From an optimization exercise on the open Yosys and OpenROAD flow, aimed at small area, a short achievable clock period and few clock cycles; shortcuts taken in it are not production practice.
In this exercise RTL edits were held to simulation tests only and were not proved equivalent to the original.
No activity file was given, so power comes from the tool's default toggle rates.

--- design.v ---
module spa (
  input  wire        clk,
  input  wire        rst,         
  output wire        ready,       
  input  wire        reg_rd,
  input  wire        reg_wr,
  input  wire [7:0]  reg_addr,
  input  wire [31:0] reg_wdata,
  output reg  [31:0] rdata,
  input  wire        cmd_valid,
  input  wire [63:0] cmd_word,
  output wire        err_o
);
  localparam [31:0] ID_VALUE     = 32'h5350_4131;
  localparam [31:0] CONFIG_VALUE = 32'h0000_0610;
  localparam integer MK    = 2;                   
  localparam integer DK    = 1;                   
  localparam integer MC    = 32 / MK;             
  localparam integer DC    = (33 + DK - 1) / DK;  
  localparam integer QW    = (DC * DK > 32) ? DC * DK : 33;
  localparam [5:0]   C_P1  = MC;
  localparam [5:0]   C_P2  = MC + 1;
  localparam [5:0]   C_F   = MC + 2 + DC;
  reg [31:0] pos;
  reg [15:0] frac;
  reg [31:0] delta;
  reg [31:0] lbeg;
  reg [31:0] lend;
  reg        dir;           
  reg        stopped;
  reg        disowned;
  reg [5:0]  handle;
  reg [2:0]  status;        
  reg        err;
  reg [63:0] chact;
  reg          busy;
  reg [5:0]    cnt;
  reg [1:0]    op;
  reg          illegal;
  reg          lorder;      
  reg [31:0]   len;         
  reg          fin;         
  reg [32:0]   A;
  reg [QW-1:0] Q;
  assign ready = ~busy;
  assign err_o = err;
  wire acc_rd  = ~busy & reg_rd;
  wire acc_wr  = ~busy & reg_wr;
  wire acc_cmd = ~busy & cmd_valid;
  wire is_nl = (op == 2'd0);
  wire is_fw = (op == 2'd1);
  wire is_pp = (op == 2'd2);
  wire back  = is_pp & dir;
  wire ph_mul = busy & (cnt < C_P1);
  wire ph_p1  = busy & (cnt == C_P1);
  wire ph_p2  = busy & (cnt == C_P2);
  wire ph_div = busy & (cnt > C_P2) & (cnt < C_F);
  wire ph_f   = busy & (cnt == C_F);
  wire [32+MK-1:0] mul_sum = {{MK{1'b0}}, A[31:0]} + delta * Q[MK-1:0];
  reg [32:0]   d_a;
  reg [QW-1:0] d_q;
  reg [32:0]   d_sh;
  reg [33:0]   d_df;
  integer k;
  always @* begin
    d_a = A;
    d_q = Q;
    for (k = 0; k < DK; k = k + 1) begin
      d_sh = {d_a[31:0], d_q[QW-1]};
      d_df = {1'b0, d_sh} - {2'b00, len};
      d_a  = d_df[33] ? d_sh : d_df[32:0];
      d_q  = {d_q[QW-2:0], ~d_df[33]};
    end
  end
  wire [31:0] r4716 = {A[15:0], Q[31:16]};
  wire        c48   = back & ~|r4716 & (Q[15:0] < ~frac);
  wire [31:0] rem   = A[31:0];
  wire        q0    = Q[0];
  wire        sel_b = is_fw | (q0 ^ back);    
  reg  [33:0] xa, xb;
  reg         xc;
  always @* begin
    if (ph_p1) begin
      xa = {2'b00, pos};
      xb = back ? ~{1'b0, c48, r4716} : {2'b00, r4716};
      xc = back;
    end else if (ph_p2) begin
      xa = back ? {2'b00, lbeg} : {2'b00, A[31:0]};
      xb = back ? ~{A[32], A} : ~{2'b00, lend};
      xc = 1'b1;
    end else begin
      xa = sel_b ? {2'b00, lbeg} : {2'b00, lend};
      xb = sel_b ? {2'b00, rem} : ~{2'b00, rem};
      xc = 1'b0;
    end
  end
  wire [33:0] xs = xa + xb + {33'd0, xc};
  wire bnd     = ~xs[33];
  wire lzero   = ~|len;
  wire f_lord  = ~illegal & ~is_nl & bnd & lorder;
  wire f_ppz   = ~illegal & is_pp & bnd & ~lorder & lzero;
  wire f_any   = illegal | f_lord | f_ppz;
  wire [15:0] f1 = back ? ~Q[15:0] : Q[15:0];
  reg [31:0] rd_val;
  always @* begin
    case (reg_addr[7:2])
      6'h00:   rd_val = pos;
      6'h01:   rd_val = {16'd0, frac};
      6'h02:   rd_val = delta;
      6'h03:   rd_val = lbeg;
      6'h04:   rd_val = lend;
      6'h05:   rd_val = {30'd0, stopped, dir};
      6'h06:   rd_val = {disowned, 25'd0, handle};
      6'h07:   rd_val = {29'd0, status};
      6'h08:   rd_val = ID_VALUE;
      6'h09:   rd_val = CONFIG_VALUE;
      6'h10:   rd_val = chact[31:0];
      6'h11:   rd_val = chact[63:32];
      default: rd_val = 32'd0;
    endcase
  end
  always @(posedge clk) rdata <= rd_val;
  always @(posedge clk) begin
    if (acc_cmd) begin
      op      <= cmd_word[1:0];
      illegal <= (cmd_word[1:0] == 2'b11) | (|cmd_word[31:2]);
      Q[31:0] <= cmd_word[63:32];
      A       <= {17'd0, ((cmd_word[1:0] == 2'd2) & dir) ? ~frac : frac};
      {lorder, len} <= {1'b0, lend} - {1'b0, lbeg};
    end else if (ph_mul) begin
      A       <= {1'b0, mul_sum[32+MK-1:MK]};
      Q[31:0] <= {mul_sum[MK-1:0], Q[31:MK]};
    end else if (ph_p1) begin
      A <= xs[32:0];
    end else if (ph_p2) begin
      A <= 33'd0;
      Q <= xs[QW-1:0];
    end else if (ph_div) begin
      A <= d_a;
      Q <= d_q;
    end
  end
  always @(posedge clk) begin
    if (rst) begin
      pos      <= 32'd0;
      frac     <= 16'd0;
      delta    <= 32'd0;
      lbeg     <= 32'd0;
      lend     <= 32'd0;
      dir      <= 1'b0;
      stopped  <= 1'b0;
      disowned <= 1'b0;
      handle   <= 6'd0;
      status   <= 3'd0;
      err      <= 1'b0;
      chact    <= 64'd0;
      busy     <= 1'b0;
      cnt      <= 6'd0;
      fin      <= 1'b0;
    end else begin
      if (acc_wr) begin
        case (reg_addr[7:2])
          6'h00: pos   <= reg_wdata;
          6'h01: frac  <= reg_wdata[15:0];
          6'h02: delta <= reg_wdata;
          6'h03: lbeg  <= reg_wdata;
          6'h04: lend  <= reg_wdata;
          6'h05: begin
            dir     <= reg_wdata[0];
            stopped <= reg_wdata[1];
          end
          6'h06: begin
            handle   <= reg_wdata[5:0];
            disowned <= reg_wdata[31];
          end
          6'h07: begin
            status <= status & ~reg_wdata[2:0];
            err    <= |(status & ~reg_wdata[2:0]);
          end
          6'h10: chact[31:0]  <= reg_wdata;
          6'h11: chact[63:32] <= reg_wdata;
          default: ;
        endcase
      end
      if (acc_cmd) begin
        busy <= 1'b1;
        cnt  <= 6'd0;
      end else if (busy) begin
        cnt <= cnt + 6'd1;
        if (ph_f) busy <= 1'b0;
      end
      if (ph_p2) begin
        status <= status | {f_ppz, f_lord, illegal};
        err    <= err | f_any;
        fin    <= ~f_any & ~is_nl & bnd & ~lzero;
        if (~f_any) begin
          frac <= f1;
          if (is_nl) begin
            if (bnd) begin
              stopped <= 1'b1;
              if (!disowned) chact[handle] <= 1'b0;
              else           pos <= A[31:0];
            end else begin
              pos <= A[31:0];
            end
          end else if (!bnd) begin
            pos <= A[31:0];
          end else if (is_fw & lzero) begin
            pos <= 32'd0;
          end
        end
      end
      if (ph_f & fin) begin
        pos <= xs[31:0];
        if (is_pp & ~q0) begin
          dir  <= ~dir;
          frac <= 16'd0 - frac;
        end
      end
    end
  end
endmodule
--- config.mk ---
export PLATFORM = sky130hd
export DESIGN_NAME = spa
export DESIGN_NICKNAME = spa
export VERILOG_FILES = /design/flow/design.v
export SDC_FILE = /design/flow/constraint.sdc
export NUM_CORES = 4
export LEC_CHECK = 0
export CAP_MARGIN = 20
export CORE_MARGIN = 2
export CORE_UTILIZATION = 40
export SLEW_MARGIN = 20
--- run.sh ---
#!/bin/bash
# synth_recipe.tcl (not shown) runs the flow's synth.tcl, then flattens the netlist and writes it again
# the make line also repeats each setting of config.mk as NAME=value (left out here)
make -C /OpenROAD-flow-scripts/flow DESIGN_CONFIG=/design/flow/config.mk WORK_HOME=/design/flow/orfs CLKGATE_MAP_FILE= SYNTH_SCRIPT=/design/flow/synth_recipe.tcl finish
--- constraint.sdc ---
create_clock -name core_clock -period 10.0 [get_ports {clk}]
set_input_delay 2.0000 -clock core_clock [delete_from_list [all_inputs] [get_ports {clk}]]
set_output_delay 2.0000 -clock core_clock [all_outputs]
set_load 0.01 [all_outputs]
==> out/metrics.yaml <==
fp.dieW_um: 270
cts_buffers: 45
die_area_um2: 72900
wl_um: 121000
place_ws_ns: 3.19
crit_chain: "buf_4 -> nor2b_1 -> and4_1 -> nor3_4 -> buf_4 -> a21o_1 -> buf_4 -> nand2_1 -> a21oi_1 -> ha_1 -> a21oi_1 -> and3_1 -> o21ai_0 -> a211oi_1 -> a21oi_4 -> a21o_4 -> nand2_1 -> buf_4 -> o21ai_2 -> buf_4 -> nand2b_1 -> o21ai_0"
synth_nets: 3945
pwr_density_cell_nw_per_um2: 142
syn_to_final_growth_pct: 13.3
clkSinkCount: 363
final_max_slew_viol_count: 0
h-tree-depth: 2
drtAntennaViolNets: 0
initial_utilization_pct: 40.4
ys.warnings.count: 1
syn_area_um2: 28300
antenna_found_initial: 3
async_reset_ff_share_pct: 0
coreArea_um2: 70000
grt_pass1_vias: 26500
syn_area_per_cell_um2: 7.76
hold_violations: 0
synth_area_leader_cell: "dfxtp_1"
routedWlPerCell_um: 26.0
synthTopCellsByArea: "dfxtp_1 (20%), edfxtp_1 (9.0%), a21oi_1 (7.6%)"
holdBufCountCts: 0
place.port_buffers: 139
gp_congestion: 0.983
cp-start-kind: "register"
outcome: "no timing/DRC/antenna violations"
skew_ns: 0.0244
worstPathMaxFanout: 31
final_common_cell: "nand2_1"
tritoncts: "done"
cpMaxStageDelayCell: "nand2b_1"
dr.pass1.iters: 5
cts.clk_slew.worst_paths_ns: 0.06
arrival_ns: 7.54
die_h_um: 270
period_minus_slack_ns: 7.10
via_per_inst: 6.18
clockRootBuffer: "clkbuf_16"
drc: 0
yosysUniqueCellTypes: 88
cap_violations: 0
utilization_pct: 45.8
final_nets: 3958
drive_gt1_share_pct: 6.57
finalSetupTns_ns: 0
setup_viol: 0
rows: 97
rsz0062_at_grt: "false"
synthFlopType: "dfxtp_1"
synth_edf_count: 85
ios: 143
cpPeakStageDelay_ns: 0.83
cts_setup_buffers: 0
ir_worst_vdd_uv: 122
required_ns: 10.44
fin_crit_sh_pct: 71.0
worstHoldPathType: "reg2reg"
max_freq_mhz: 141
ys_seq_area_share_pct: 28.7
grt_pass1_wl_um: 175000
cts_resized: 0
leakagePower_nw: 12.9
hpwl_um: 89200
final_cell_mix: "nand2_1 (563), a21oi_1 (429), nor2_1 (317)"
ys_ff_latch: 363
netlist.area_leader.share_pct: 19.7
crit_path_end_kind: "register"
cts_buffer_depth: 3
slew-limit-headroom_pct: 21.2
tightestPinTransition_ns: 1.18
layout_setup_ws_ns: 2.90
grt_max_degree: 86
critPathKind: "reg2reg"
drtIter0Drc: 3640
clk_latency_ns: 0.61
num_vias: 28700
grt_overflow: 0
fill_cells: 7054
crit_top_cell: "buf_4"
syn-instance-count: 3648
grt.total_usage_pct: 31.8
==> state kept, by name, summed over array words and instances, names as in the netlist, 32 cells and up <==
name and cells:
lend 32, Q 33, len 32, rdata 32, delta 32, pos 32
chact 64, lbeg 32, A 33
==> synth_stat cells (all sizes together) (11+ instances only) <==
master   count
edfxtp      85
buf         27
o31ai       16
nor2       320
mux4        12
a21o        57
fa          36
dfxtp      278
o21bai      14
nand2b      38
o211ai      27
a211oi      58
or3         26
nand4       21
a22oi       12
o2bb2ai     11
a21oi      431
nand3       51
mux2        18
o221ai      52
a2111oi     11
and3        23
nor3        49
nor2b       27
o21a        29
nand2      566
a31oi       16
xnor2      121
xor2        60
nor4        35
o21ai      172
a221oi      58
mux2i      126
a222oi      14
ha         152
and2        19
o22ai       60
inv        205
clkbuf     207
a21boi      12
==> power by group <==
group	internal [W]	switching [W]	leakage [nW]	total, W
registers	0.00157	0.000130	3.09	0.00169
clock network	0.00103	0.000750	0.773	0.00178
logic	0.000377	0.000713	9.02	0.00109
total	0.00298	0.00159	12.9	0.00457
==> worst paths after layout <==
check	startpoint	to	slack (ns)	cells after the start
min	err	err	0.46	1
max	busy	pos[0]	2.90	22
max reg2reg	busy	pos[0]	2.90	22
min reg2reg	err	err	0.46	1
==> per-stage QoR <==
| stage | std cells | hold WS [ns] | area (µm²) | total power [W] |
|---|---|---|---|---|
| after floorplan | 3648 | 0.441 | 28300 | 0.00234 |
| after global placement | 4551 | 0.451 | 30400 | 0.00277 |
| after detailed placement | 4553 | 0.453 | 30500 | 0.00277 |
| after CTS | 4637 | 0.466 | 32000 | 0.00454 |
| after global routing | 4638 | 0.481 | 32100 | 0.00470 |
| final | 4639 | 0.461 | 32100 | 0.00457 |
==> per-layer routing <==
metal	wire [µm]	global-route usage, %	vias up
li1	-	-	13100
met1	50400	43.6	13700
met2	50700	47.5	1599
met3	13700	7.97	285
met4	5750	13.2	4
met5	22	0	-
==> final cells by class <==
cell class	count	area (µm²)	share of cell area, %
multi-input combinational	2845	18500	57.8
sequential	363	8120	25.3
timing repair buffer	200	1860	5.80
clock buffer	54	1250	3.89
tap	940	1180	3.67
inverter	206	774	2.42
clock inverter	30	345	1.08
antenna	1	2.50	0.00781
==> cell families after synthesis <==
logic type | Yosys count | share of synthesized area, %
compound gates | 1107 | 25.3
xor+xnor | 181 | 5.60
fa+ha+maj | 188 | 9.27
buf+inv | 440 | 5.99
flops | 363 | 28.7
mux | 156 | 6.13
simple gates | 1213 | 19.0
==> worst max-delay path, delay by kind of cell, from the launching register on <==
kind | cells | cell delay [ns]
adder cells (fa/ha/maj) | 1 | 0.38
AND/OR/NAND/NOR | 7 | 2.31
AO/OA/AOI/OAI | 9 | 2.29
flip-flops | 1 | 0.29
buffers and inverters | 5 | 1.62
Testbench counts, summed over its fixed seeds: cycles 154,756.

## separate check: timing with driven ports
The flow's constraints put no driver on any port. The routed layout listed below was extracted and timed again, unchanged, in two steps. Step 1, drivers: a clkbuf_16 drives clk and a buf_2 each remaining input, both assumed. Step 2 times the ports against the registers' clock, not the clock port: input delays grow and output delays shrink by t, the midpoint of the rising clock arrivals with the driver on. Three values: ideal ports, drivers, drivers and shift; two values: the first two.
t, ns: 0.664
slack for setup (ns): 2.899 / 2.899 / 2.899
latest minus earliest clock arrival (ns): 0.024 / 0.024
cell pins on the clock port's net: 1
After both steps setup and hold are still met in this run. For this run, drivers alone change the setup slack by 0.000 ns; drivers and shift together by 0.000 ns.
